Source: an optimization exercise on an open RTL-to-GDS flow (aim: small area, a short achievable clock period and few clock cycles). Production flows keep margins and buffers that such runs may drop. At most, simulation tests tie the RTL to the original design; equivalence was not proved. No activity file was given, so power comes from the tool's default toggle rates.

## sw_link_core
module sw_link_core (
    input  wire         clk,
    input  wire         rst,             
    input  wire [7:0]   cfg_self_addr,   
    input  wire [7:0]   cfg_peer_addr,   
    input  wire [6:0]   prog_len,        
    output wire [5:0]   prog_addr,       
    input  wire [7:0]   prog_data,       
    output wire         call_valid,
    output wire [3:0]   call_op,
    output wire [3:0]   call_len,
    output wire [111:0] call_data,
    input  wire         call_ready,
    input  wire         resp_ok,
    input  wire [1:0]   resp_mode,
    input  wire [3:0]   resp_len,
    input  wire [111:0] resp_data,
    input  wire         irq_rx,          
    input  wire         host_req,        
    input  wire [23:0]  host_slots,
    output wire [5:0]   err,
    output wire [1:0]   rej_reason,
    output wire [1:0]   lsm_state,
    output wire [5:0]   ord_code,
    output wire         halted
);
For scale: ~2,000 cells after synthesis, ~320 I/O pins, ~21,000 µm² of cells after synthesis.
Settings: LEC_CHECK=0, CAP_MARGIN=20, CORE_MARGIN=2, CORE_UTILIZATION=35, CTS_CLUSTER_DIAMETER=150, CTS_CLUSTER_SIZE=25, SETUP_SLACK_MARGIN=2.4, SLEW_MARGIN=20; clock period 5.0 ns.
standard.sh (not shown) runs the stock make flow with config.mk's settings and CLKGATE_MAP_FILE= SYNTH_SCRIPT=/design/flow/synth_recipe.tcl, a recipe that flattens the netlist after the stock synthesis.
==> flow/flow/run.sh <==
#!/bin/bash
# Standard layout, with the port buffers made of the smallest buffer cell.
set -euo pipefail
export BUFFER_PORTS_ARGS="-buffer_cell sky130_fd_sc_hd__buf_1"
bash standard.sh > standard_flow.log 2>&1
==> next run, changes <==
--- a/flow/design.v
+++ b/flow/design.v
@@ -173,61 +173,38 @@
             2'd0: skip_no = ~rx_pend_d;
             2'd1: skip_no = ~order_pend_d;
             2'd2: skip_no = ~res_valid_d;
             default: skip_no = ~ord_ok_d;
         endcase
     end
     wire [5:0]  pc_inc  = pc + 6'd1;
     wire [5:0]  pc_skip = pc + 6'd1 + {2'b00, w[3:0]};
     reg         j_v;
     reg  [5:0]  j_key, j_to;
     reg         p_seq;           
-    reg         p_nc;            
     reg         mg;              
-    reg         s_v;
-    reg  [5:0]  s_key, s_to;     
-    reg  [1:0]  s_flag;
-    wire        w_calls = (w == 8'h02) | (w == 8'h03) |
-                          ((w[7:3] == 5'b00110) & (w[2:0] <= 3'd4));
-    wire [3:0]  f_val   = {ord_ok_d,
-                           (w == 8'h12) ? rx_vok_d : (w == 8'h13) ? rx_ook_d : res_valid_d,
-                           order_pend_d & (w != 8'h04),
-                           rx_pend_d};
-    wire [5:0]  pc_inc2 = pc + 6'd2;
     wire        j_hit   = j_v & (j_key == pc);
-    wire        s_hit   = s_v & (s_key == pc);
-    wire [5:0]  pc_nxt  = ~w_ctl                       ? (j_hit ? j_to :
-                                                          s_hit ? (f_val[s_flag] ? pc_inc2 : s_to) :
-                                                          pc_inc) :
+    wire [5:0]  pc_nxt  = ~w_ctl                       ? (j_hit ? j_to : pc_inc) :
                           (w[7:6] == 2'b11)            ? w[5:0]  :
                           (w[7:6] == 2'b10 && skip_no) ? pc_skip : pc_inc;
     wire        w_static = (w[7:6] == 2'b11) | (w[7:1] == 7'd0);
     wire [5:0]  w_succ   = w[7] ? w[5:0] : pc_inc;
     wire        take     = adv & ~halt_r;
     always @(posedge clk) begin
         if (rst) begin
             j_v   <= 1'b0;
-            s_v   <= 1'b0;
             mg    <= 1'b0;
             p_seq <= 1'b0;
-            p_nc  <= 1'b0;
         end else if (take) begin
             mg    <= ~w_ctl & j_hit;
-            p_seq <= ~w_ctl & ~j_hit & ~s_hit;
-            p_nc  <= ~w_ctl & ~j_hit & ~s_hit & ~w_calls & (w != 8'h22) & (w != 8'h23);
-            if (w[7:6] == 2'b10 && p_nc) begin
-                s_v    <= 1'b1;
-                s_key  <= pc - 6'd1;
-                s_flag <= w[5:4];
-                s_to   <= pc_skip;
-            end
+            p_seq <= ~w_ctl & ~j_hit;
             if (w_static && (mg || p_seq)) begin
                 j_v  <= 1'b1;
                 j_to <= w_succ;
                 if (!mg) j_key <= pc - 6'd1;
             end
         end
     end
     reg         w_call;
     reg [3:0]   w_op;
     always @(*) begin
         w_call = 1'b1;
After rerunning: Non-clock buffer count increases by 11. Final area decreases by 3.5%. Setup slack gains 8.7 ps. Hold slack gains 3.4 ps. Sequential power shrinks by 5.9%. Global-route usage increases by 0.16 points. Synthesized cell count shrinks by 3.6%. Utilization climbs by 0.37 points. Wire length went down by 1.9%. First-iteration DRC count shrinks by 22%. Critical path depth falls by 3. Die area fell by 4.3%.
Testbench counts after the change, summed over its fixed seeds: cycles 29,868.
Function not checked in the first run of this note: the RTL went through the layout flow alone.

[separate check: timing with driven ports]
In the flow no input, the clock included, has a driving cell. The finished layouts below were timed again as built, in two steps.
Step 1: set_driving_cell puts a clkbuf_16 on clk and a buf_2 on each other input, an assumption about the parent block.
Step 2 moves the port delays by t, midway between the first and last clock arrival at a register: inputs arrive t later, outputs are due t later. That takes back most of the time a late clock gives input paths.
Slacks: ideal ports / drivers / drivers and shift; pairs: ideal ports / drivers.
run | shift t [ns] | slack for setup (ns) | worst register clock-pin slew, ns | cell pins on the clock port's net
the first run | 0.641 | 2.445 / 2.479 / 1.838 | 0.11 / 0.11 | 1
the second run | 0.633 | 2.454 / 2.454 / 1.903 | 0.11 / 0.11 | 1
After both steps every run listed still meets setup and hold. For the first run, which loses most, drivers alone change the setup slack by +0.034 ns; drivers and shift together by -0.607 ns.
